This design comes from an exercise in tuning for small area, a short achievable clock period and few clock cycles on the open sky130 flow, not from production work. Function was checked by simulation only, so behaviour that the tests miss may differ from the original. No run shown here takes its clock network from TritonCTS; it comes from the design's own scripts or RTL. The flow treats the clock pin as an ideal source. Dropping or thinning the clock tree relies on that and would not hold on a real chip. No activity file was given, so power comes from the tool's default toggle rates.

### flow/flow/run.sh
#!/bin/bash
# The standard layout, with choices of its own:
#  - the port buffers are sky130_fd_sc_hd__buf_1 (every port still gets one),
#  - constant outputs share one tie cell per level instead of one each,
#  - the clock tree is rebuilt after CTS (flow/mycts.tcl): one root buffer
#    and one small leaf buffer per cluster of registers.
set -euo pipefail
export MYCTS_LEAF=sky130_fd_sc_hd__clkbuf_4
export MYCTS_ROOT=sky130_fd_sc_hd__clkbuf_8
export MYCTS_LEVELS=4
bash standard.sh \
  BUFFER_PORTS_ARGS="-buffer_cell sky130_fd_sc_hd__buf_1" \
  SKIP_REPAIR_TIE_FANOUT=1 \
  CTS_ARGS="-sink_clustering_enable -repair_clock_nets -buf_list sky130_fd_sc_hd__clkbuf_8 -dont_use_dummy_load" \
  POST_CTS_TCL="$PWD/flow/mycts.tcl" \
  finish > standard.log 2>&1
### flow/flow/mycts.tcl
# Replace the clock tree that clock_tree_synthesis built with a smaller one:
# the clock port drives one root buffer, which drives one leaf buffer per
# cluster of registers (clusters by recursive median split of the register
# positions).  Only the clock network changes; then the placement is
# legalized again.
set db [ord::get_db]
set block [ord::get_db_block]
set leaf_master [$db findMaster $::env(MYCTS_LEAF)]
set root_master [$db findMaster $::env(MYCTS_ROOT)]
set levels $::env(MYCTS_LEVELS)

set clknet [[$block findBTerm clk] getNet]

# the old tree: buffers reached from the clock port through buffer inputs
set old_bufs {}
set old_nets {}
set sinks {}
set todo [list $clknet]
while {[llength $todo] > 0} {
  set net [lindex $todo 0]
  set todo [lrange $todo 1 end]
  foreach it [$net getITerms] {
    if {![$it isInputSignal]} { continue }
    set inst [$it getInst]
    set m [[$inst getMaster] getName]
    if {[string match "sky130_fd_sc_hd__clkbuf_*" $m] || [string match "sky130_fd_sc_hd__buf_*" $m]} {
      lappend old_bufs $inst
      set onet [[$inst findITerm X] getNet]
      lappend old_nets $onet
      lappend todo $onet
    } elseif {[[$it getMTerm] getName] eq "CLK"} {
      lappend sinks $it
    } else {
      error "mycts: clock net reaches [$inst getName]/[[$it getMTerm] getName] ($m)"
    }
  }
}
puts "mycts: [llength $sinks] sinks, removing [llength $old_bufs] buffers"
foreach it $sinks { $it disconnect }
foreach inst $old_bufs {
  foreach it [$inst getITerms] { if {[$it getNet] ne "NULL"} { set n [$it getNet]; if {[$n getSigType] ne "POWER" && [$n getSigType] ne "GROUND"} { $it disconnect } } }
  odb::dbInst_destroy $inst
}
foreach net $old_nets { if {[llength [$net getITerms]] == 0 || 1} { odb::dbNet_destroy $net } }

proc center {it} {
  set b [[$it getInst] getBBox]
  return [list [expr {([$b xMin] + [$b xMax]) / 2}] [expr {([$b yMin] + [$b yMax]) / 2}]]
}
# recursive median split, alternating x and y
proc split_sinks {items depth axis} {
  if {$depth == 0} { return [list $items] }
  set keyed {}
  foreach it $items { lappend keyed [list [lindex [center $it] $axis] $it] }
  set sorted [lsort -integer -index 0 $keyed]
  set h [expr {[llength $sorted] / 2}]
  set a {}; set b {}
  foreach k [lrange $sorted 0 [expr {$h - 1}]] { lappend a [lindex $k 1] }
  foreach k [lrange $sorted $h end] { lappend b [lindex $k 1] }
  return [concat [split_sinks $a [expr {$depth - 1}] [expr {1 - $axis}]] \
                 [split_sinks $b [expr {$depth - 1}] [expr {1 - $axis}]]]
}
set clusters [split_sinks $sinks $levels 0]

set rootnet [odb::dbNet_create $block clknet_root]
$rootnet setSigType CLOCK
set sx 0; set sy 0; set nl 0
set i 0
foreach cl $clusters {
  set cx 0; set cy 0
  foreach it $cl { set c [center $it]; incr cx [lindex $c 0]; incr cy [lindex $c 1] }
  set cx [expr {$cx / [llength $cl]}]; set cy [expr {$cy / [llength $cl]}]
  set net [odb::dbNet_create $block clknet_leaf_$i]
  $net setSigType CLOCK
  set buf [odb::dbInst_create $block $leaf_master clkbuf_leaf_$i]
  $buf setLocation $cx $cy
  $buf setPlacementStatus PLACED
  [$buf findITerm A] connect $rootnet
  [$buf findITerm X] connect $net
  foreach it $cl { $it connect $net }
  puts "mycts: leaf $i drives [llength $cl] sinks at $cx $cy"
  incr sx $cx; incr sy $cy; incr nl
  incr i
}
set root [odb::dbInst_create $block $root_master clkbuf_root]
$root setLocation [expr {$sx / $nl}] [expr {$sy / $nl}]
$root setPlacementStatus PLACED
[$root findITerm A] connect $clknet
[$root findITerm X] connect $rootnet
# power pins
foreach inst [list $root {*}[lmap j [lsort -integer [lrange [list 0 1 2 3 4 5 6 7 8 9 10 11 12 13 14 15] 0 [expr {$nl - 1}]]] {$block findInst clkbuf_leaf_$j}]] {
  foreach it [$inst getITerms] {
    set mt [[$it getMTerm] getSigType]
    if {$mt eq "POWER"} { $it connect [$block findNet VDD] }
    if {$mt eq "GROUND"} { $it connect [$block findNet VSS] }
  }
}
detailed_placement
### flow/standard.sh
#!/bin/bash
# synth_recipe.tcl (not shown) runs the flow's synth.tcl, then flattens the netlist and writes it again
# the make line also repeats each setting of config.mk as NAME=value (left out here)
make -C /OpenROAD-flow-scripts/flow DESIGN_CONFIG=/design/flow/config.mk WORK_HOME=/design/flow/orfs CLKGATE_MAP_FILE= SYNTH_SCRIPT=/design/flow/synth_recipe.tcl "${@:-finish}"
### flow/config.mk
export PLATFORM = sky130hd
export DESIGN_NAME = stackmat_decoder
export DESIGN_NICKNAME = stackmat_decoder
export VERILOG_FILES = /design/flow/design.v
export SDC_FILE = /design/flow/constraint.sdc
export NUM_CORES = 4
export LEC_CHECK = 0
export ABC_AREA = 1
export CAP_MARGIN = 20
export CORE_MARGIN = 2
export CORE_UTILIZATION = 55
export PLACE_DENSITY = 0.7
export SLEW_MARGIN = 20
### flow/constraint.sdc
create_clock -name core_clock -period 70.0 [get_ports {clk}]
set_input_delay 14.0000 -clock core_clock [delete_from_list [all_inputs] [get_ports {clk}]]
set_output_delay 14.0000 -clock core_clock [all_outputs]
set_load 0.01 [all_outputs]
### flow/design.v
module stackmat_decoder (
    input  wire        clk,
    input  wire        rst,           
    input  wire [11:0] spb_p,         
    input  wire [3:0]  spb_q,
    input  wire        zero_hold,     
    input  wire        cmd_start,
    input  wire        cmd_stop,
    input  wire        in_valid,
    output wire        in_ready,
    input  wire [15:0] in_sample,
    input  wire        in_last,
    output reg         res_valid,
    output reg  [2:0]  res_code,
    output wire [7:0]  res_status,
    output reg         capturing,
    output reg         running,
    output reg         is_reset,
    output reg         left_hand,
    output reg         right_hand,
    output wire [19:0] digits,
    output wire [19:0] time_ms,
    output wire [55:0] time_str
);
    localparam [2:0] RES_OK         = 3'd0;
    localparam [2:0] RES_IGNORED    = 3'd1;
    localparam [2:0] RES_SYNC_MISS  = 3'd2;
    localparam [2:0] RES_INCOMPLETE = 3'd3;
    localparam [2:0] RES_INVALID    = 3'd4;
    localparam [2:0] RES_INDET      = 3'd5;
    reg wt;       
    reg rdy;      
    assign in_ready = rdy;
    reg [11:0] p_r;
    reg [3:0]  q_r;
    reg        zh_r;
    always @(posedge clk) begin
        p_r  <= spb_p;
        q_r  <= spb_q;
        zh_r <= zero_hold;
    end
    reg v_r, last_r, zero_r, neg_r, cap_r;
    always @(posedge clk) begin
        v_r    <= in_valid & rdy & ~rst;
        last_r <= in_last;
        zero_r <= (in_sample == 16'd0);
        neg_r  <= in_sample[15];
        cap_r  <= capturing;
    end
    reg         first;        
    reg         prev;         
    reg         x_seen;       
    reg         synced;
    reg  [12:0] acc;          
    reg  [3:0]  bj;           
    reg  [3:0]  bb;           
    reg         ok;           
    reg  [5:0]  dsum;         
    reg  [27:0] sr;           
    reg         ex;           
    wire prev_e   = first | prev;
    wire sym      = zero_r ? prev_e : neg_r;
    wire synced_e = synced & ~first;
    wire x_e      = x_seen & ~first;
    wire armed    = (bb != 4'd0) | ((bj == 4'd9) & (acc != 13'd0));
    wire sync_now = ~synced_e & ~first & prev & ~sym & armed;
    wire syn_new  = synced_e | sync_now;
    wire run_chg  = first | (sym != prev);
    wire [12:0] base = run_chg ? ((~sym | synced_e) ? {1'b0, p_r} : 13'd0) : acc;
    wire [13:0] t    = {1'b0, base} + {9'd0, q_r, 1'b0};
    wire [14:0] u    = {1'b0, t} - {2'b0, p_r, 1'b0};
    wire        wrap = ~u[14];
    wire [12:0] acc_n = wrap ? u[12:0] : t[12:0];
    wire        cnt_clr = run_chg & ~synced_e;
    wire [3:0]  bj_b = cnt_clr ? 4'd0 : bj;
    wire [3:0]  bb_b = cnt_clr ? 4'd0 : bb;
    wire        full = (bb_b == 4'd9) & (bj_b != 4'd0);
    wire        step = wrap & ~full;
    wire        bj_w = (bj_b == 4'd9);
    wire [3:0]  bj_n = step ? (bj_w ? 4'd0 : bj_b + 4'd1) : bj_b;
    wire [3:0]  bb_n = (step & bj_w) ? bb_b + 4'd1 : bb_b;
    wire        complete_n = (bb_n == 4'd9) & (bj_n != 4'd0);
    wire        dbit   = synced_e & step & (bj != 4'd0) & (bj != 4'd9);
    wire [2:0]  j      = bj[2:0] - 3'd1;
    wire        is_dig = (bb != 4'd0) & (bb <= 4'd5);
    wire        keep   = dbit & ((bb == 4'd0) | (is_dig & ~bj[3] & ~bj[2]) |
                                 (is_dig & (bj == 4'd4)));
    wire [3:0]  nib    = sr[27:24];
    reg         exp_b, care, nib_chk;
    always @* begin
        care    = 1'b1;
        exp_b   = 1'b0;
        nib_chk = 1'b0;
        case (bb)
        4'd0: care = 1'b0;
        4'd1, 4'd2, 4'd3, 4'd4, 4'd5: begin
            care    = bj[3] | (bj[2] & bj[0]) | (bj[2] & bj[1]);
            exp_b   = (j == 3'd4) | (j == 3'd5);
            nib_chk = (j == 3'd4);
        end
        4'd6: exp_b = (j == 3'd6) | (~j[2] | ~j[1]) & dsum[0];   
        4'd7: exp_b = (j == 3'd1) | (j == 3'd3);               
        default: exp_b = (j == 3'd0) | (j == 3'd2) | (j == 3'd3);   
        endcase
    end
    wire nib_big = nib[3] & (nib[2] | nib[1]);
    wire bad     = dbit & care & ((sym != exp_b) | (nib_chk & nib_big));
    wire ok_n    = ~synced_e | (ok & ~bad);
    wire       ds_lo  = ~j[2] | ~j[1];                
    wire       ds_sh  = dbit & ds_lo & (bb <= 4'd6);
    wire       ds_add = is_dig & ~j[2] & sym;         
    wire       ds_cin = is_dig & (j != 3'd0) & ex;
    wire [1:0] ds_s   = {1'b0, dsum[0]} + {1'b0, ds_add} + {1'b0, ds_cin};
    wire       ds_in  = (bb == 4'd0) ? 1'b0 : is_dig ? ds_s[0] : dsum[0];
    wire [5:0] dsum_n = ds_sh ? {ds_in, dsum[5:1]} : dsum;
    wire [7:0] st = sr[7:0];
    wire ok_status = (st == 8'h20) || (st == 8'h41) || (st == 8'h43) ||
                     (st == 8'h49) || (st == 8'h4C) || (st == 8'h52) ||
                     (st == 8'h53);
    wire st_sp = ~st[6];
    wire st_s  = st[4] & st[0];
    wire st_r  = st[4] & ~st[0];
    wire st_i  = st[3] & st[0];
    wire st_l  = st[3] & ~st[0];
    wire st_c  = st[6] & ~st[4] & ~st[3] & st[1];
    wire [2:0] result =
        !cap_r                        ? RES_IGNORED    :
        (!zh_r && (x_e || zero_r))    ? RES_INDET      :
        !syn_new                      ? RES_SYNC_MISS  :
        !complete_n                   ? RES_INCOMPLETE :
        !(ok && ok_status)            ? RES_INVALID    :
                                        RES_OK;
    wire fin   = v_r & last_r;
    wire pk_ok = fin & (result == RES_OK);
    wire [18:0] tr = {dsum, acc};             
    wire [2:0]  es = bb[2:0];                 
    wire [4:0]  ek = {bb[3], bj};             
    wire [2:0]  dl = {ok, x_seen, prev};      
    wire [1:0]  ec = {ex, synced};            
    wire eng_run = wt & (es != 3'd6);
    wire apply   = wt & (es == 3'd6);         
    wire ek_end  = (ek == 5'd18);
    wire rot     = eng_run & (es <= 3'd4) & (ek < 5'd4);
    wire ea = (es != 3'd0) & ((es == 3'd5) ? tr[0] : dl[0]);
    wire eb = (es != 3'd0) & (((es == 3'd1) | (es == 3'd5)) ? dl[1] : dl[2]);
    wire ed = rot & sr[8];
    wire [2:0] esum = {2'd0, ea} + {2'd0, eb} + {2'd0, ed} +
                      ((es == 3'd0) ? 3'd0 : {1'b0, ec});
    wire [18:0] tr_e = {esum[0], tr[18:1]};
    wire [2:0]  es_e = ek_end ? es + 3'd1 : es;
    wire [4:0]  ek_e = ek_end ? 5'd0 : ek + 5'd1;
    wire [2:0]  dl_e = ek_end ? 3'd0 : {dl[1:0], tr[0]};
    wire [1:0]  ec_e = ek_end ? 2'd0 : esum[2:1];
    assign res_status = st;
    reg [3:0] dig0, dig1, dig2, dig3, dig4;
    reg [18:0] tms;           
    always @(posedge clk) begin
        if (pk_ok) begin
            {bb, bj}                   <= 8'd0;
        end else if (v_r) begin
            prev   <= sym;
            x_seen <= x_e | zero_r;
            synced <= syn_new;
            acc    <= acc_n;
            bj     <= bj_n;
            bb     <= bb_n;
            ok     <= ok_n;
            dsum   <= dsum_n;
            if (ds_sh)
                ex <= ds_s[1];
        end else if (eng_run) begin
            {dsum, acc}                <= tr_e;
            {bb[3], bj}                <= ek_e;
            bb[2:0]                    <= es_e;
            {ok, x_seen, prev}         <= dl_e;
            {ex, synced}               <= ec_e;
        end
        if (v_r & keep)
            sr <= {sym, sr[27:1]};
        else if (rot)
            sr[27:8] <= {sr[8], sr[27:9]};
    end
    always @(posedge clk) begin
        if (rst) begin
            first      <= 1'b1;
            wt         <= 1'b0;
            rdy        <= 1'b1;
            res_valid  <= 1'b0;
            capturing  <= 1'b0;
            running    <= 1'b0;
            is_reset   <= 1'b1;
            left_hand  <= 1'b0;
            right_hand <= 1'b0;
            dig0 <= 4'd0; dig1 <= 4'd0; dig2 <= 4'd0; dig3 <= 4'd0; dig4 <= 4'd0;
            tms        <= 19'd0;
        end else begin
            if (cmd_stop)
                capturing <= 1'b0;
            else if (cmd_start)
                capturing <= 1'b1;
            if (v_r)
                first <= last_r;
            if (pk_ok)
                wt <= 1'b1;
            else if (apply)
                wt <= 1'b0;
            rdy <= ~(pk_ok | (wt & ~apply) | (in_valid & rdy & in_last));
            res_valid <= (fin & ~pk_ok) | apply;
            if (apply) begin
                left_hand  <= 1'b0;
                right_hand <= 1'b0;
                if (st_sp) begin running <= 1'b1; is_reset <= 1'b0; end
                if (st_s)  begin running <= 1'b0; is_reset <= 1'b0; end
                if (st_i)  begin running <= 1'b0; is_reset <= 1'b1; end
                if (st_l)  left_hand <= 1'b1;
                if (st_r)  right_hand <= 1'b1;
                if (st_c)  begin running <= 1'b0; left_hand <= 1'b1; right_hand <= 1'b1; end
                dig0 <= sr[11:8];
                dig1 <= sr[15:12];
                dig2 <= sr[19:16];
                dig3 <= sr[23:20];
                dig4 <= sr[27:24];
                tms  <= tr;
            end
        end
    end
    always @(posedge clk)
        if (fin)
            res_code <= result;
    assign digits = {dig0, dig1, dig2, dig3, dig4};
    assign time_ms = {tms, 1'b0};
    assign time_str = {4'h3, dig0, 8'h3A, 4'h3, dig1, 4'h3, dig2,
                       8'h2E, 4'h3, dig3, 4'h3, dig4};
endmodule
==> results.toml, run 1 <==
[status]
status = "no timing/DRC/antenna violations"

[run]
max-cap-violations = 0

[logic_synthesis]
synth_xor_area_share_pct = 2.694
yosys.area_share.simple_pct = 18.79
ys_top_cells_by_count = "nand2_1, nor2_1, inv_1"
syn_nets = 930
synth_edf_count = 55
synth_top_area_share_pct = 23.09
synth_cell_types = 50
synthCells = 854
synth.cell_area_um2 = 7153
synth_top_family_by_area = "simple AND/OR/NAND/NOR gates"
muxShareOfSynthArea_pct = 0
synth-compound-area-share_pct = 13.00
synth_area_leaders = "edfxtp_1, dfxtp_1, buf_4"
synthAdderAreaFrac_pct = 6.997
synth_ff_type = "dfxtp_1"
yosysSeqAreaShare_pct = 44.92
async_flop_share_pct = 0
ys_ff_latch = 133
syn_area_per_cell_um2 = 8.376
synth_top_area_cell = "edfxtp_1"
ys_warn_count = 1

[power]
power.leakage_nw = 3.097
power_w = 0.0001749
power_density_nw_per_um2 = 23.73
peakVddDrop_mv = 0.01298

[clock_network]
path_clk_slew_ps = 90
clock_sinks = 133
clk_latency_ps = 440

[timing]
fin_crit_ps = 15130
slew_violations = 0
worstMarginPinSlew_ps = 873.0
final.setup_skew_ps = 14.72
slew_headroom_pct = 41.80
setup_tns_ps = 0
fmax_mhz = 66.11
whs_ps = 369.8
fin_crit_sh_pct = 21.61
setup_viol = 0
rsz0062_at_grt = "false"
worst_slack_ps = 54870
hold_viol_final = 0

[floorplanning]
die_area_um2 = 13930
core_area_um2 = 12670
row_count = 41
initial_utilization_pct = 56.45
die_width_um = 118.0
die_h_um = 118.0
pin_count = 153

[critical_path]
slowest_stage = "edfxtp_1"
cp_cell_sequence = "buf_1"
cp_num_cells = 1
crit_family = "flip-flops"
reg2regPathDepth = 31
critPathMaxFanout = 9
criticalPathCategory = "reg -> out"
slowest_delay_ps = 520
cp-end-kind = "output port"
crit_required_ps = 56000
worstSetupStartpointType = "flip-flop"
arrival_ps = 1130
cp.buffers_inverters = 1

[grt]
grt_use_total_pct = 21.63
antenna_found_initial = 0
grt_overflow = 0
grt_start_max_net_pins = 61
grt_pass1_wl_um = 25210
grt_pass1_vias = 5202

[layout]
fillCellCount = 1200
nets = 975
regArea_um2 = 3213
synthToLayoutAreaGrowth_pct = 3.044
stdcell_area_um2 = 7371
multi_input_area_um2 = 2982
antenna_cells = 0
drive_gt1_share_pct = 4.571

[drt]
firstDrtPassIters = 5
drc_errors = 0
vias = 5682
detail_route.vias_per_cell = 5.315
wl_per_cell_um = 14.21
ant_nets = 0
drt_iter0_markers = 379
drt_wl_total_um = 15200

[placed_design]
globalplace.congestion = 0.8920
place_hpwl_um = 10950
dpl_cell_area_um2 = 7217
place_ws_ps = 54900
portBuffers = 115

[hold_path]
hp-class = "reg -> reg"
worstHoldPathCells = 0
## stage by stage
stage | utilization (%) | std cells
floorplan | - | 854
global placement | 56.96 | 1051
detailed placement | 56.96 | 1051
global route | 58.17 | 1069
finish | 58.17 | 1069
## cells by family (layout without fill, tap and decap cells)
family,after synthesis,after routing
and+or+nand+nor,303,303
buffers and inverters,189,232
other,2,2
AOI/OAI and AO/OA,168,168
adders and majority gates,37,37
DFF,133,133
xor gates and xnor gates,22,22
## path summary, 6_finish.rpt
check,start,slack [ps],endpoint
setup / recovery,sr[3]$_DFFE_PP_,54870,res_status[3]
hold / removal,capturing$_SDFFE_PP0P_,370,cap_r$_DFF_P_
hold reg to reg,capturing$_SDFFE_PP0P_,370,cap_r$_DFF_P_
setup reg to reg,zero_r$_DFF_P_,62900,acc[11]$_DFFE_PP_
## sequential cells by signal (all words and copies together), names as in the netlist, 4 cells and up
| name | flops |
|---|---|
| tms | 19 |
| dig4 | 4 |
| bb | 4 |
| dig1 | 4 |
| bj | 4 |
| p_r | 12 |
| acc | 13 |
| dig0 | 4 |
| dsum | 6 |
| dig3 | 4 |
| q_r | 4 |
| sr | 28 |
| dig2 | 4 |
## placed cells by master (no fill, tap or decap), types with 2 or more instances in the layout
| cell type | netlist | final |
|---|---|---|
| nor2_1 | 106 | 105 |
| nand2_1 | 106 | 106 |
| nand3_2 | 4 | 4 |
| clkbuf_4 | 0 | 16 |
| a31oi_1 | 5 | 5 |
| nand2_2 | 2 | 2 |
| ha_1 | 32 | 32 |
| o31ai_1 | 3 | 3 |
| buf_1 | 0 | 115 |
| xnor2_1 | 8 | 8 |
| nor2_2 | 3 | 3 |
| a22oi_1 | 4 | 4 |
| o22ai_1 | 9 | 9 |
| nand4_1 | 13 | 13 |
| nor3_2 | 2 | 2 |
| nand3_1 | 44 | 44 |
| o211ai_1 | 3 | 3 |
| dfxtp_1 | 78 | 78 |
| o2111ai_1 | 2 | 2 |
| or2_2 | 4 | 4 |
| and2_1 | 2 | 2 |
| a21oi_1 | 55 | 55 |
| xor2_1 | 14 | 14 |
| nor3_1 | 6 | 6 |
| o21ai_0 | 75 | 75 |
| nor4_1 | 5 | 5 |
| inv_1 | 95 | 94 |
| edfxtp_1 | 55 | 55 |
| conb_1 | 2 | 2 |
| inv_2 | 2 | 3 |
| fa_1 | 5 | 5 |
| o21a_1 | 2 | 2 |
| nor2_4 | 1 | 2 |
## layout make-up
type                    instances  share of cell area, %
flip-flops and latches        133                  43.59
multi-input cells             532                  40.45
repair buffers                117                  6.230
plain buffers                  17                  1.816
inverters                      98                  4.991
well taps                     172                  2.920
## where the power goes
part / internal [W] / switching [W]
Combinational: 0.0000181 / 0.0000315
Clock: 0.0000119 / 0.0000234
Sequential: 0.0000851 / 0.00000500
Total: 0.000115 / 0.0000599
## layer usage
metal	part of all wire [%]	wire [µm]	vias up	global-route usage [%]
li1	-	-	2864	-
met1	45	6857	2567	29.55
met2	46	7048	231	36.56
met3	7.0	1065	20	3.198
met4	1.5	223	0	4.669
met5	0	0	-	0
Testbench counts, summed over its fixed seeds: cycles 871,062.
==> inputs of run 2 (changes only) <==
--- a/flow/config.mk
+++ b/flow/config.mk
@@ -9,5 +9,5 @@
 export CAP_MARGIN = 20
 export CORE_MARGIN = 2
-export CORE_UTILIZATION = 55
-export PLACE_DENSITY = 0.7
+export CORE_UTILIZATION = 65
+export PLACE_DENSITY = 0.75
 export SLEW_MARGIN = 20
==> run 2 against run 1 <==
  * Fmax barely moved
  * Cell count shrank 2.9%
  * First-iteration DRC count up 9.2%
  * Critical path depth is the same
  * Worst hold slack lost 1.5 ps
  * Register-to-register slack improved by 260 ps
  * Routed wire length increased by 2.9%
  * Die area shrank 15%
  * Via count is 1.4% higher
  * Highest routed layer unchanged
==> results.toml, run 2 <==
[status]
status = "no timing/DRC/antenna violations"

[logic_synthesis]
synthCells = 854
syn_nets = 930
synth.cell_area_um2 = 7153
synth_ff_type = "dfxtp_1"
syn_area_per_cell_um2 = 8.376
synth_cell_types = 50
synth_top_area_share_pct = 23.09
synth_top_area_cell = "edfxtp_1"
synth_edf_count = 55
ys_top_cells_by_count = "nand2_1, nor2_1, inv_1"
ys_warn_count = 1
synth_area_leaders = "edfxtp_1, dfxtp_1, buf_4"
async_flop_share_pct = 0
ys_ff_latch = 133
yosysSeqAreaShare_pct = 44.92

[layout]
nets = 976
synthToLayoutAreaGrowth_pct = 2.869
regMostFlops = "sr"
largest_reg_flops = 28
drive_gt1_share_pct = 4.566
top_regs = "sr x28, tms x19, acc x13"
layout_commonest_cell = "buf_1"
instances_no_fill = 1038
antenna_cells = 0
final_cell_mix = "buf_1, nand2_1, nor2_1, inv_1, dfxtp_1"

[drt]
firstDrtPassIters = 5
wl_per_cell_um = 15.06
ant_nets = 0
drc_errors = 0
detail_route.vias_per_cell = 5.548
vias = 5759
drt_wl_total_um = 15640
drt_iter0_markers = 414

[critical_path]
slowest_stage = "edfxtp_1"
arrival_ps = 1140
cp_cell_sequence = "buf_1"
slowest_delay_ps = 530
crit_family = "flip-flops"
criticalPathCategory = "reg -> out"
critPathMaxFanout = 9
worstSetupStartpointType = "flip-flop"
cp.buffers_inverters = 1
cp-end-kind = "output port"
crit_required_ps = 56000

[grt]
grt_pass1_vias = 5405
grt_pass1_wl_um = 25280
grt.busiest_layer = "met2"
use_met3_pct = 4.662
use_met2_pct = 42.95
grtUsageMet1_pct = 36.92
grt_use_total_pct = 26.55
antenna_found_initial = 0
grt_start_max_net_pins = 61
grt_overflow = 0

[floorplanning]
pin_count = 153
die_area_um2 = 11860
initial_utilization_pct = 66.28
die_width_um = 108.9
die_h_um = 108.9
row_count = 38
core_area_um2 = 10790

[placed_design]
place_ws_ps = 54490
dp_cells = 1019
globalplace.congestion = 0.8924
portBuffers = 115
place_hpwl_um = 11460

[hold_path]
hp-class = "reg -> reg"

[timing]
slew_violations = 0
slew_headroom_pct = 42.74
fmax_mhz = 66.05
setup_viol = 0
final.setup_skew_ps = 18.50
setup_tns_ps = 0
hold_viol_final = 0
worstMarginPinSlew_ps = 858.9
worst_slack_ps = 54860
fin_crit_sh_pct = 21.63
rsz0062_at_grt = "false"
fin_crit_ps = 15140

[clock_network]
path_clk_slew_ps = 80
clk_latency_ps = 440
clock_sinks = 133

[run]
max-cap-violations = 0

[power]
power.leakage_nw = 3.107
peakVddDrop_mv = 0.01449
power_density_nw_per_um2 = 24.14
==> run 2: cell count changes in the layout (fill, tap and decap cells not counted) <==
cell,change
inv_2,-1
clkinv_1,+1
buf_16,+1
==> run 2: worst paths after layout <==
path / cells past startpoint / slack (ps) / end / from
max: 1 / 54860 / res_status[3] / sr[3]$_DFFE_PP_
min: 0 / 370 / cap_r$_DFF_P_ / capturing$_SDFFE_PP0P_
max reg2reg: 31 / 63160 / ok$_DFFE_PP_ / zero_r$_DFF_P_
min reg2reg: 0 / 370 / cap_r$_DFF_P_ / capturing$_SDFFE_PP0P_
==> run 2: final cells by class <==
class | instances | area (µm²)
multi-input combinational | 532 | 2982
sequential | 133 | 3213
inverter | 98 | 367.9
fill | 889 | 3435
tap | 140 | 175.2
timing repair buffer | 118 | 486.7
buffer | 17 | 133.9
==> run 2: where the power goes <==
| group | internal [W] | switching (W) | total, W | leakage (nW) |
|---|---|---|---|---|
| Combinational | 0.0000185 | 0.0000331 | 0.0000515 | 1.89 |
| Clock | 0.0000119 | 0.0000236 | 0.0000354 | 0.0808 |
| Sequential | 0.0000851 | 0.00000554 | 0.0000906 | 1.14 |
| Total | 0.000115 | 0.0000622 | 0.000178 | 3.11 |
==> run 2: routing by layer <==
| metal | routed length (µm) | vias up |
|---|---|---|
| met5 | 0 | - |
| met1 | 6877 | 2598 |
| met2 | 7117 | 265 |
| met3 | 1350 | 30 |
| met4 | 291 | 0 |
| li1 | - | 2866 |
==> run 2: kinds of logic after synthesis <==
logic type / Yosys count / synth area share (%)
adder cells (fa/ha/maj): 37 / 6.997
other: 2 / 0.1050
XOR/XNOR: 22 / 2.694
AO/OA/AOI/OAI: 168 / 13.00
AND/OR/NAND/NOR: 303 / 18.79
buffers and inverters: 189 / 13.50
flip-flops: 133 / 44.92
==> run 2: per-stage QoR <==
stage                     cell area [µm²]  utilization (%)  hold WS [ps]   power, W
after floorplan                      7153                -         393.6  0.0001315
after global placement               7177            66.50         354.2  0.0001399
after detailed placement             7177            66.50         359.9  0.0001424
after global routing                 7358            68.18         385.9  0.0001887
final                                7358            68.18         368.3  0.0001776

## separate check: timing with driven ports
The results above use ideal ports. As a check the final layouts listed here were re-extracted and re-timed, cells and wires unchanged. Step 1 (the two cells are an assumption about what drives the block):
set clk [get_ports {clk}]
set_driving_cell -lib_cell sky130_fd_sc_hd__clkbuf_16 $clk
set_driving_cell -lib_cell sky130_fd_sc_hd__buf_2 [delete_from_list [all_inputs] $clk]
Step 2 times the ports against the registers' clock, not the clock port: input delays grow and output delays shrink by t, the midpoint of the rising clock arrivals with the driver on. Slacks: no drivers / after step 1 / after step 2; pairs: no drivers / after step 1.
run	shift t [ns]	setup slack, ns	latest minus earliest clock arrival (ns)	slew at the worst register clock pin (ns)	worst data-port slew with drivers (ns)
run 1	0.467	54.874 / 54.838 / 54.903	0.015 / 0.014	0.10 / 0.10	0.03
run 2	0.463	54.860 / 54.822 / 54.825	0.018 / 0.018	0.10 / 0.10	0.03
After both steps setup and hold are still met in every run listed. For run 2, which loses most, drivers alone change the setup slack by -0.038 ns; drivers and shift together by -0.035 ns.
